Context: an optimization exercise on an open-source flow, tuned for small area, a short achievable clock period and few clock cycles per item. The choices shown serve that exercise and are no tape-out recipe. Only simulation tests tie the RTL to the original design; equivalence was not proved.

==> flow/design.v (outline; a module is shown in full before it is edited, if it fits) <==
// module gps_codec: 4216 lines
module gps_codec (
    input  wire        clk,
    input  wire        rst,
    input  wire        in_valid,
    output wire        in_ready,
    input  wire        fix,
    input  wire [7:0]  num_sat,
    input  wire [31:0] lat,
    input  wire [31:0] lon,
    input  wire [15:0] speed,
    input  wire [31:0] alt,
    input  wire [15:0] dist_home,
    input  wire [15:0] dir_home,
    output reg         out_valid,
    input  wire        out_ready,
    output wire [15:0] speed_kmh,
    output wire        lat_south,
    output wire [15:0] lat_degmin,
    output wire [15:0] lat_sec,
    output wire        lon_west,
    output wire [15:0] lon_degmin,
    output wire [15:0] lon_sec,
    output wire [15:0] dist_out,
    output wire [15:0] alt_out,
    output wire [7:0]  num_sat_out,
    output wire [7:0]  fix_char,
    output wire [7:0]  dir_out
);
  // ...
==> flow/flow/run.sh <==
#!/bin/bash
# The standard layout with these changes:
#  - synthesis skips ORFS's full/half-adder extraction and maps with
#    flow/abc_area.script instead of ORFS's abc script (everything else in
#    synth_recipe.tcl and ORFS's synth.tcl is unchanged: synth -nofsm -noshare,
#    flatten, the same renames);
#  - each port is buffered with the smallest buffer cell; after global
#    placement, smallest buffers and inverters that drive more than eight
#    loads are upsized (flow/post_gpl.tcl).
# Each tool's output goes to a log of its own here and under orfs/logs.
set -euo pipefail
HERE=$(pwd)
sed -e "s#^\( *\)log_cmd abc {\*}\$abc_args#\1set abc_args [lreplace \$abc_args 1 1 $HERE/flow/abc_area.script]\n\1log_cmd abc {*}\$abc_args#" \
    -e '/# Technology mapping of adders/,/# Technology mapping of latches/{/# Technology mapping of latches/!d}' \
    "$FLOW_HOME/scripts/synth.tcl" > "$HERE/synth_custom.tcl"
grep -q "abc_area.script" "$HERE/synth_custom.tcl"
! grep -q "extract_fa" "$HERE/synth_custom.tcl"
sed "s#source \$::env(SCRIPTS_DIR)/synth.tcl#source $HERE/synth_custom.tcl#" synth_recipe.tcl > "$HERE/synth_recipe_custom.tcl"
grep -q "synth_custom.tcl" "$HERE/synth_recipe_custom.tcl"
sed "s#SYNTH_SCRIPT=[^ ]*#SYNTH_SCRIPT=$HERE/synth_recipe_custom.tcl#" standard.sh > "$HERE/standard_custom.sh"
grep -q "synth_recipe_custom.tcl" "$HERE/standard_custom.sh"
bash "$HERE/standard_custom.sh" BUFFER_PORTS_ARGS="-buffer_cell sky130_fd_sc_hd__buf_1" POST_GLOBAL_PLACE_TCL="$HERE/flow/post_gpl.tcl" finish > make_finish.log 2>&1
==> flow/flow/abc_area.script <==
strash; &get -n; &fraig -x; &put; scorr; dc2; strash; dch -f; amap; topo; stime -c; dnsize -c
==> flow/flow/post_gpl.tcl <==
# After port buffering and global placement: a buffer or inverter of the
# smallest size that drives many loads (such as a sign bit) is upsized.
foreach inst [get_cells *] {
  set master [get_property $inst ref_name]
  if { ![regexp {^sky130_fd_sc_hd__(buf|inv|clkinv)_1$} $master -> kind] } { continue }
  set opin [get_pins -of_objects $inst -filter "direction == output"]
  set net [get_nets -of_objects $opin]
  set fo [llength [get_pins -of_objects $net -filter "direction == input"]]
  if { $fo > 8 } {
    set new [expr { $kind eq "buf" ? "sky130_fd_sc_hd__buf_4" : "sky130_fd_sc_hd__inv_4" }]
    puts "[get_full_name $inst] ($master): fanout $fo, $new"
    replace_cell $inst $new
  }
}

# The path from out_ready to in_ready has only a few cells between two
# ports; give each cell on it (port buffers included) the next drive strength.
proc upsize_one { inst } {
  set master [get_property $inst ref_name]
  if { [regexp {^(sky130_fd_sc_hd__[a-z0-9]+)_([0-9]+)$} $master -> base size] } {
    set new "${base}_[expr { $size * 2 }]"
    if { [llength [get_lib_cells -quiet */$new]] > 0 } {
      puts "[get_full_name $inst] ($master): $new"
      replace_cell $inst $new
    }
  }
}
set pin [get_pins -of_objects [get_nets in_ready] -filter "direction == output"]
for { set i 0 } { $i < 4 && [llength $pin] == 1 } { incr i } {
  set inst [get_cells -of_objects $pin]
  upsize_one $inst
  set next {}
  foreach p [get_pins -of_objects $inst -filter "direction == input"] {
    set drv [get_pins -quiet -of_objects [get_nets -of_objects $p] -filter "direction == output"]
    if { [llength $drv] == 1 } { lappend next $drv }
  }
  # follow the single driven input, or the one from a port buffer
  if { [llength $next] > 1 } {
    set pb {}
    foreach d $next {
      if { [string match input* [get_full_name [get_cells -of_objects $d]]] } { lappend pb $d }
    }
    set next $pb
  }
  set pin [expr { [llength $next] == 1 ? [lindex $next 0] : {} }]
}
==> flow/standard.sh <==
#!/bin/bash
# synth_recipe.tcl (not shown) runs the flow's synth.tcl, then flattens the netlist and writes it again
# the make line also repeats each setting of config.mk as NAME=value (left out here)
make -C /OpenROAD-flow-scripts/flow DESIGN_CONFIG=/design/flow/config.mk WORK_HOME=/design/flow/orfs CLKGATE_MAP_FILE= SYNTH_SCRIPT=/design/flow/synth_recipe.tcl "${@:-finish}"
==> flow/config.mk <==
export PLATFORM = sky130hd
export DESIGN_NAME = gps_codec
export DESIGN_NICKNAME = gps_codec
export VERILOG_FILES = /design/flow/design.v
export SDC_FILE = /design/flow/constraint.sdc
export NUM_CORES = 4
export LEC_CHECK = 0
export ABC_AREA = 1
export CAP_MARGIN = 20
export CORE_MARGIN = 2
export CORE_UTILIZATION = 65
export CTS_BUF_LIST = sky130_fd_sc_hd__clkbuf_4 sky130_fd_sc_hd__clkbuf_8
export PLACE_DENSITY = 0.75
export SLEW_MARGIN = 20
==> flow/constraint.sdc <==
create_clock -name core_clock -period 120.0 [get_ports {clk}]
set_input_delay 24.0000 -clock core_clock [delete_from_list [all_inputs] [get_ports {clk}]]
set_output_delay 24.0000 -clock core_clock [all_outputs]
set_load 0.01 [all_outputs]
==> out/qor.log, run 1 <==
INFO  run_status     result_of_the_run=complete, no violations
INFO  synth          synthesized_area_fraction_occupied_by_and_or_nand_nor_cells=35.9%
INFO  sta            unrepaired_setup_endpoints_after_global_routing=no
INFO  routing        met2RoutedLength=23,500um
INFO  placed_design  placement.cell_area=19,500squm
INFO  global_routing grtUsageMet1=34.0%
INFO  final_layout   biggestRegsByFlops=alt_r x16, dist_r x16
INFO  final_layout   fillCellCount=2,522
INFO  final_layout   area.share.sequential=19.2%
INFO  final_layout   sequential_cell_area=3830squm
INFO  final_layout   final_layout_size_suffix_gt1_share=1.33%
INFO  hold_path      min_path_cells=3
INFO  sta            holdWs=0.717ns
INFO  cts            cts-root-to-sink-buffers=2
INFO  final_layout   area_share_clock_buf_inv=2.16%
INFO  final_layout   multi_input_comb_area=13,000squm
INFO  routing        route.detailed.wl_per_inst=12.2um
INFO  worst_setup_path critPathKind=primary input to primary output
INFO  cts            clock_tree.root_cell=clkbuf_8
INFO  worst_setup_path setup.worst_path.start=out_ready
INFO  sta            maxSlewViolCount=0
INFO  final_layout   multi_input_area_share=65.2%
INFO  worst_setup_path worstReg2RegStart=out_valid
INFO  routing        dr.first_iter.drc_count=1,249
INFO  routing        met3_wirelength=2520um
INFO  final_layout   numSequentialCells=128
INFO  sta            max_slew_headroom_at_the_worst_pin=40.9%
INFO  die            nWellTaps=378
INFO  global_routing globalRoute.busiestLayer=met2
Testbench counts, summed over its fixed seeds: cycles 8,008, items 8,000.
==> run 2, diff against run 1 <==
--- a/flow/config.mk
+++ b/flow/config.mk
@@ -6,9 +6,9 @@
 export NUM_CORES = 4
 export LEC_CHECK = 0
 export ABC_AREA = 1
-export CAP_MARGIN = 20
+export CAP_MARGIN = 0
 export CORE_MARGIN = 2
 export CORE_UTILIZATION = 65
 export CTS_BUF_LIST = sky130_fd_sc_hd__clkbuf_4 sky130_fd_sc_hd__clkbuf_8
 export PLACE_DENSITY = 0.75
-export SLEW_MARGIN = 20
+export SLEW_MARGIN = 0
==> run 2 against run 1 <==
Net effect:
- non-clock buffer count unchanged
- design area is the same
- core utilization stayed put
- critical endpoint unchanged
==> out/qor.log, run 2 <==
INFO  final_layout   highest_count_cells_in_the_layout_ignoring_fill_and_taps=823 x nor2_1, 451 x nand2_1, 431 x a21oi_1
INFO  global_routing globalRoute.busiestLayer=met2
INFO  cts            cts.clk_slew.worst_paths=0.08ns
INFO  die            num_io_pins=297
INFO  placed_design  port_buffers=275
INFO  global_routing global_route.overflow_total=0
INFO  routing        post_drt_via_cell_ratio=5.77
INFO  cts            ctsResizeCount=0
INFO  die            effective_utilization_at_floorplan=66.5%
INFO  routing        route.detailed.wl_per_inst=12.2um [unchanged]
INFO  sta            achievable-frequency=20.6MHz
INFO  sta            maxSlewViolCount=0 [unchanged]
INFO  final_layout   fillCellCount=2,522 [unchanged]
INFO  final_layout   biggestRegsByFlops=alt_r x16, dist_r x16
INFO  placed_design  dpl_worst_slack=71.44ns
INFO  cts            clock_tree.root_cell=clkbuf_8
INFO  sta            timing.final.crit_share=40.5%
INFO  cts            clock_sinks=128
INFO  global_routing grt.met3_usage=4.84%
INFO  worst_setup_path setup.worst_path.end_class=primary output
INFO  routing        routed-via-count=22,183
INFO  final_layout   synthToLayoutAreaGrowth=7.37%
INFO  final_layout   final_net_count=3,610
INFO  cts            insertion_delay=0.49ns
INFO  worst_setup_path critPathArrivalTime=24.56ns
INFO  cts            cts-htree-levels=4
INFO  routing        postRouteAntennaNets=0
INFO  synth          yosys.area.top_type=edfxtp_1
INFO  sta            hold_viol_final=0
INFO  final_layout   final_layout_size_suffix_gt1_share=1.33% [unchanged]
INFO  synth          synth-async-reset-ratio=0%
INFO  cts            cts_inserted_buffers=17
INFO  synth          synth_edf_count=127
INFO  routing        totalWireLength=47,000um
INFO  global_routing grt_pass1_wl=80,000um
INFO  global_routing grtUsageMet1=34.0% [unchanged]
INFO  cts            cts_tree=built
INFO  cts            cts-root-to-sink-buffers=2 [unchanged]
INFO  worst_setup_path worst-endpoint-required=96.00ns
INFO  global_routing grt_use_total=30.3%
INFO  worst_setup_path critical_path_buf_inv_count=3
INFO  cts            post_cts.repair.setup_buffers=0
INFO  worst_setup_path critical-path-top-cell-by-count=buf_2
INFO  synth          ys_types=47
INFO  synth          synth_top_cells_by_area=edfxtp_1 21%, nor2_1 17%, a21oi_1 12%
INFO  run_status     result_of_the_run=complete, no violations
INFO  synth          synth_commonest_cells=823 x nor2_1, 451 x nand2_1, 431 x a21oi_1
INFO  synth          number_of_standard_cells_after_synthesis=3,235
INFO  synth          synth_most_common_cell=nor2_1
INFO  synth          synthesis.yosys.warnings=1
INFO  global_routing first_global_vias=19,860
INFO  sta            setup_ws=71.44ns
INFO  worst_setup_path critPathKind=primary input to primary output
INFO  synth          synth.cell_area=18,600squm
INFO  sta            timing.final.setup_violations=0
INFO  placed_design  detailed_place_hpwl=37,900um
INFO  sta            tns=0ns
INFO  routing        drt_pre_antenna_iters=6
INFO  sta            max_slew_headroom_at_the_worst_pin=40.9% [unchanged]
INFO  job            cap_violations=0
INFO  worst_setup_path path_max_fanout=3
INFO  worst_setup_path path_cells=buf_2 -> nor2b_2 -> clkinv_2 -> buf_2
INFO  die            area_of_the_die=30,000squm
INFO  hold_path      hp-class=register to register
INFO  synth          synth.yosys.seq_area_share=20.6%
INFO  synth          synthesized_flop_and_latch_total=128
INFO  synth          synth_top_flop_cell=edfxtp_1
INFO  die            die_h=173um
INFO  sta            unrepaired_setup_endpoints_after_global_routing=no
INFO  global_routing gr_met2_demand_resource=58.5%
INFO  routing        drc_errors=0
INFO  sta            finalWorstPathRequiredPeriod=48.56ns
INFO  die            placement_rows=61
INFO  worst_setup_path critPathMaxStageDelay=0.22ns
INFO  die            die_width=173um
INFO  global_routing antenna_found_initial=0
INFO  global_routing maximum_number_of_pins_on_one_net_before_global_route_repair=69
INFO  worst_setup_path cpLargestDelayFamily=buffers and inverters
INFO  sta            clock-skew-final=0.00977ns
INFO  routing        dr.first_iter.drc_count=1,249 [unchanged]
INFO  final_layout   layout_commonest_cell=nor2_1
INFO  worst_setup_path startpoint_type=primary input
INFO  synth          post_synth.cell_area_avg=5.74squm
INFO  die            floorplan.core_area=27,900squm
INFO  cts            hold_buffers=0
INFO  synth          synth_top_area_share=20.5%
INFO  sta            timing_worst_slew_pin_value=0.884ns
INFO  worst_setup_path critPathSlowestCell=nor2b_2
[run 2: cell counts in the layout (fill, tap and decap cells not counted)]
Identical to the previous run, type by type.
[run 2: routing by layer]
layer | wire (um) | vias to the layer above | share of wire, %
li1 | - | 11717 | -
met1 | 20100 | 9845 | 43
met2 | 23500 | 544 | 50
met3 | 2520 | 77 | 5.4
met4 | 818 | 0 | 1.7
met5 | 0 | - | 0
[run 2: kinds of logic after synthesis]
family / synth area share, %
xor gates and xnor gates: 0.141
AOI/OAI and AO/OA: 33.7
DFF: 20.6
other: 0.0404
and+or+nand+nor: 35.9
buffers and inverters: 9.61
[run 2: layout make-up]
type	instances	area [sq um]	share of cell area, %
Antenna cell	2	5.00	0.0251
Clock buffer	17	234	1.17
Clock inverter	15	196	0.984
Inverter	300	1140	5.71
Multi-Input combinational cell	2728	13000	65.2
Sequential cell	128	3830	19.2
Tap cell	378	473	2.37
Timing Repair Buffer	278	1060	5.34
[run 2: path summary, 6_finish.rpt]
path / start / slack (ns) / end / cells past startpoint
hold / removal: out_valid / 0.72 / out_valid / 3
setup reg to reg: out_valid / 117.10 / lat_x[12] / 4
hold reg to reg: out_valid / 0.72 / out_valid / 3
setup / recovery: out_ready / 71.44 / in_ready / 4
[run 2: worst min-delay path: cells and delay by family, from the launching register on]
family | cells | cell delay [ns]
and+or+nand+nor | 3 | 0.37
DFF | 1 | 0.31
[run 2: through the flow]
step	utilization, %	instances	area, sq um	hold WS [ns]
floorplan	-	3244	18600	0.629
global placement	69.8	3812	19500	0.629
detailed placement	69.9	3812	19500	0.709
CTS	71.4	3844	19900	0.721
global route	71.4	3844	19900	0.724
finish	71.4	3846	20000	0.717
==> run 3, diff against run 2 <==
--- a/flow/flow/run.sh
+++ b/flow/flow/run.sh
@@ -6,7 +6,9 @@
 #    flatten, the same renames);
 #  - each port is buffered with the smallest buffer cell; after global
 #    placement, smallest buffers and inverters that drive more than eight
-#    loads are upsized (flow/post_gpl.tcl).
+#    loads are upsized (flow/post_gpl.tcl);
+#  - the setup repair after CTS and global routing works on every path
+#    with less than 71.8 ns of slack.
 # Each tool's output goes to a log of its own here and under orfs/logs.
 set -euo pipefail
 HERE=$(pwd)
@@ -19,4 +21,4 @@
 grep -q "synth_custom.tcl" "$HERE/synth_recipe_custom.tcl"
 sed "s#SYNTH_SCRIPT=[^ ]*#SYNTH_SCRIPT=$HERE/synth_recipe_custom.tcl#" standard.sh > "$HERE/standard_custom.sh"
 grep -q "synth_recipe_custom.tcl" "$HERE/standard_custom.sh"
-bash "$HERE/standard_custom.sh" BUFFER_PORTS_ARGS="-buffer_cell sky130_fd_sc_hd__buf_1" POST_GLOBAL_PLACE_TCL="$HERE/flow/post_gpl.tcl" finish > make_finish.log 2>&1
+bash "$HERE/standard_custom.sh" BUFFER_PORTS_ARGS="-buffer_cell sky130_fd_sc_hd__buf_1" POST_GLOBAL_PLACE_TCL="$HERE/flow/post_gpl.tcl" SETUP_SLACK_MARGIN=71.8 finish > make_finish.log 2>&1
--- a/flow/config.mk
+++ b/flow/config.mk
@@ -6,9 +6,9 @@
 export NUM_CORES = 4
 export LEC_CHECK = 0
 export ABC_AREA = 1
-export CAP_MARGIN = 0
+export CAP_MARGIN = 20
 export CORE_MARGIN = 2
 export CORE_UTILIZATION = 65
 export CTS_BUF_LIST = sky130_fd_sc_hd__clkbuf_4 sky130_fd_sc_hd__clkbuf_8
 export PLACE_DENSITY = 0.75
-export SLEW_MARGIN = 0
+export SLEW_MARGIN = 20
==> run 3 against run 2 <==
Net effect:
- still clean
- clock skew up 0.0040 ns
- core utilization up 0.94 points
- non-clock buffer count up 2
- cell count unchanged
- critical path depth unchanged
- die area unchanged
==> out/qor.log, run 3 <==
INFO  run_status     result_of_the_run=complete, no violations
INFO  sta            clock-skew-final=0.0137ns [+0.00397 ns]
INFO  synth          post_synth.cell_area_avg=5.74squm [unchanged]
INFO  die            num_io_pins=297 [unchanged]
INFO  worst_setup_path worstReg2RegStart=out_valid
INFO  synth          yosys.area_share.adder=0% [unchanged]
INFO  sta            timing.final.setup_violations=0 [unchanged]
INFO  routing        drt_pre_antenna_iters=7 [+1]
INFO  sta            holdWs=0.802ns [+0.0856 ns]
INFO  routing        route.detailed.wl_per_inst=12.2um [about the same]
INFO  hold_path      min_from=out_valid
INFO  die            placement_rows=61 [unchanged]
INFO  routing        post_drt_via_cell_ratio=5.74 [-0.52%]
INFO  synth          ys_types=47 [unchanged]
INFO  cts            clock_tree.root_cell=clkbuf_8
INFO  die            area_of_the_die=30,000squm [unchanged]
INFO  final_layout   final_cell_count_no_fill=3,846 [unchanged]
INFO  synth          number_of_standard_cells_after_synthesis=3,235 [unchanged]
INFO  final_layout   final_layout_size_suffix_gt1_share=2.85% [+1.5 points]
INFO  final_layout   final_util=72.4% [+0.94 points]
INFO  final_layout   biggestRegsByFlops=alt_r x16, dist_r x16
INFO  placed_design  dpl.cell_count=3,812 [unchanged]
INFO  synth          synth_compound_area_share=33.7% [unchanged]
INFO  synth          synth.cell_area=18,600squm [unchanged]
INFO  synth          synthesized_flop_and_latch_total=128 [unchanged]
INFO  synth          synth_most_common_cell=nor2_1
INFO  die            effective_utilization_at_floorplan=66.5% [unchanged]
INFO  synth          synth_top_cells_by_area=edfxtp_1 21%, nor2_1 17%, a21oi_1 12%
INFO  synth          synth.yosys.seq_area_share=20.6% [unchanged]
INFO  worst_setup_path critPathKind=primary input to primary output
INFO  die            die_h=173um [unchanged]
INFO  global_routing grt_pass1_wl=79,400um [-0.74%]
INFO  worst_setup_path worstReg2RegEnd=lon_mh[1]
INFO  worst_setup_path critPathSlowestCell=nor2b_4
INFO  cts            cts-root-to-sink-buffers=2 [unchanged]
INFO  worst_setup_path setup.worst_path.end_class=primary output
INFO  final_layout   insertedDiodeCount=0 [-2]
INFO  synth          synth_commonest_cells=823 x nor2_1, 451 x nand2_1, 431 x a21oi_1
INFO  worst_setup_path ff2ff_path_depth=4 [unchanged]
INFO  global_routing first_global_vias=19,642 [-1.1%]
INFO  sta            timing.final.crit_share=40.4% [-0.10 points]
INFO  cts            cts.clk_slew.worst_paths=0.09ns [about the same]
INFO  synth          synthesis.yosys.warnings=1 [unchanged]
INFO  final_layout   highest_count_cells_in_the_layout_ignoring_fill_and_taps=808 x nor2_1, 451 x nand2_1, 428 x a21oi_1
INFO  die            floorplan.core_area=27,900squm [unchanged]
INFO  synth          synth_top_flop_cell=edfxtp_1
INFO  sta            max_slew_headroom_at_the_worst_pin=41.2% [+0.25 points]
INFO  hold_path      hold_endpoint=out_valid
INFO  cts            cts_tree=built
INFO  global_routing antenna_found_initial=0 [unchanged]
INFO  synth          synth_edf_count=127 [unchanged]
INFO  placed_design  detailed_place_hpwl=37,400um [-1.2%]
INFO  worst_setup_path path_cells=buf_6 -> nor2b_4 -> clkinv_4 -> buf_6
INFO  final_layout   final_net_count=3,612 [+0.055%]
INFO  cts            hold_buffers=0 [unchanged]
INFO  die            die_width=173um [unchanged]
INFO  routing        postRouteAntennaNets=0 [unchanged]
INFO  cts            cts-htree-levels=4 [unchanged]
INFO  synth          post_synth_xor_xnor_area=0.141% [unchanged]
INFO  routing        dr.first_iter.drc_count=1,365 [+9.3%]
INFO  sta            tns=0ns [unchanged]
INFO  global_routing maximum_number_of_pins_on_one_net_before_global_route_repair=71 [+2.9%]
INFO  final_layout   synthToLayoutAreaGrowth=8.78%
INFO  synth          synth-async-reset-ratio=0% [unchanged]
INFO  worst_setup_path cpLargestDelayFamily=buffers and inverters
INFO  worst_setup_path path_max_fanout=2 [-1]
INFO  sta            hold_viol_final=0 [unchanged]
INFO  synth          dominant_combinational_cell_family_by_area_after_synthesis=simple AND/OR/NAND/NOR gates
INFO  job            cap_violations=0 [unchanged]
INFO  synth          synthesized_area_fraction_occupied_by_and_or_nand_nor_cells=35.9% [unchanged]
INFO  hold_path      hp-class=register to register
INFO  cts            cts_inserted_buffers=17 [unchanged]
INFO  synth          synthMuxAreaShare=0% [unchanged]
INFO  worst_setup_path critPathArrivalTime=24.43ns [-0.13 ns]
INFO  cts            insertion_delay=0.48ns [about the same]
INFO  routing        totalWireLength=47,000um [about the same]
INFO  worst_setup_path critical_path_buf_inv_count=3 [unchanged]
INFO  sta            maxSlewViolCount=0 [unchanged]
INFO  cts            clock_sinks=128 [unchanged]
INFO  sta            finalWorstPathRequiredPeriod=48.43ns [-0.121 ns]
INFO  sta            timing_worst_slew_pin_value=0.882ns [-0.00182 ns]
INFO  hold_path      min_path_cells=4 [+1]
INFO  routing        drc_errors=0 [unchanged]
INFO  synth          synth_top_area_share=20.5% [unchanged]
INFO  sta            unrepaired_setup_endpoints_after_global_routing=yes
INFO  final_layout   layout_commonest_cell=nor2_1
INFO  synth          yosys.area.top_type=edfxtp_1
INFO  worst_setup_path critPathMaxStageDelay=0.16ns [-0.06 ns]
INFO  placed_design  port_buffers=275 [unchanged]
INFO  worst_setup_path worst-endpoint-required=96.00ns [about the same]
INFO  worst_setup_path setup_slack_reg_to_reg=117.55ns [+0.45 ns]
INFO  sta            achievable-frequency=20.6MHz [+0.25%]
INFO  global_routing global_route.overflow_total=0 [unchanged]
INFO  worst_setup_path startpoint_type=primary input
INFO  worst_setup_path critical-path-top-cell-by-count=buf_6
INFO  global_routing grt_use_total=30.1% [-0.22 points]
INFO  routing        routed-via-count=22,068 [-0.52%]
[run 3: cell counts after synthesis]
Identical to the previous run, type by type.
[run 3: logic make-up (layout without fill, tap and decap cells)]
| family | count (synthesis) | count (layout) |
|---|---|---|
| flops | 128 | 128 |
| buf+inv | 388 | 612 |
| compound gates | 1124 | 1124 |
| xor+xnor | 3 | 3 |
| simple gates | 1590 | 1590 |
| other cells | 2 | 11 |
[run 3: worst min-delay path, stage by stage (launching register included)]
cell	delay [ns]
dfxtp_1	0.33
nor2b_4	0.15
buf_4	0.14
nor2_1	0.09
nor2_1	0.06
[run 3: how the worst max path moves through the flow]
stage,from,to,slack [ns],cells past startpoint
2_1_floorplan,out_ready,in_ready,71.82,2
3_3_place_gp,out_ready,in_ready,71.53,4
3_5_place_dp,out_ready,in_ready,71.48,4
4_1_cts,out_ready,in_ready,71.56,4
5_1_grt,lon[31],lon_r6[2],71.42,147
6_report,out_ready,in_ready,71.57,4
[run 3: repair_timing]
item | in CTS | in global routing
gates resized for setup | 2 | 75
endpoints found under the hold margin | 0 | 0
endpoints found under the setup margin | 1 | 54
buffers inserted | 1 | 1
gates cloned | 0 | 0
pin swaps | 0 | 2
[run 3: stage by stage]
step	instance area [sq um]	worst slack (ns)
floorplan	18600	71.82
global placement	19500	71.53
finish	20200	71.57
global route	20200	71.42
CTS	20000	71.56
detailed placement	19500	71.48
[run 3: final cells by class]
cell class | count | area [sq um]
Multi-Input combinational cell | 2728 | 13200
Timing Repair Buffer | 280 | 1090
Clock inverter | 15 | 196
Sequential cell | 128 | 3830
Fill cell | 2508 | 7720
Inverter | 300 | 1140
Clock buffer | 17 | 234
Tap cell | 378 | 473
[run 3: routing by layer]
layer / share of wire (%) / GRT usage, % / wire length, um / vias up
li1: - / - / - / 11718
met1: 43 / 35.3 / 20100 / 9729
met2: 50 / 55.7 / 23300 / 541
met3: 5.8 / 5.12 / 2710 / 80
met4: 1.9 / 9.39 / 890 / 0
met5: 0 / 0 / 0 / -

==> what the ideal ports hide <==
The flow's constraints put no driver on any port. The routed layouts listed below were extracted and timed again, unchanged, in two steps. Step 1 (the two cells are an assumption about what drives the block):
set clk [get_ports {clk}]
set_driving_cell -lib_cell sky130_fd_sc_hd__clkbuf_16 $clk
set_driving_cell -lib_cell sky130_fd_sc_hd__buf_2 [delete_from_list [all_inputs] $clk]
Step 2 moves the port delays by t, midway between the first and last clock arrival at a register: inputs arrive t later, outputs are due t later. That takes back most of the time a late clock gives input paths. Three values: ideal ports, drivers, drivers and shift; two values: the first two.
run	t (ns)	setup slack, ns	worst hold slack (ns)	worst data-port slew with drivers (ns)	pins driven straight from the clock port
run 1	0.530	71.444 / 71.425 / 71.425	0.717 / 0.717 / 0.717	0.08	1
run 2	0.530	71.444 / 71.425 / 71.425	0.717 / 0.717 / 0.717	0.08	1
run 3	0.528	71.566 / 71.532 / 71.532	0.802 / 0.803 / 0.803	0.08	1
After both steps every run listed still meets setup and hold. The setup slack of run 3, which loses most, moves by -0.034 ns with the drivers and by -0.034 ns with both steps.
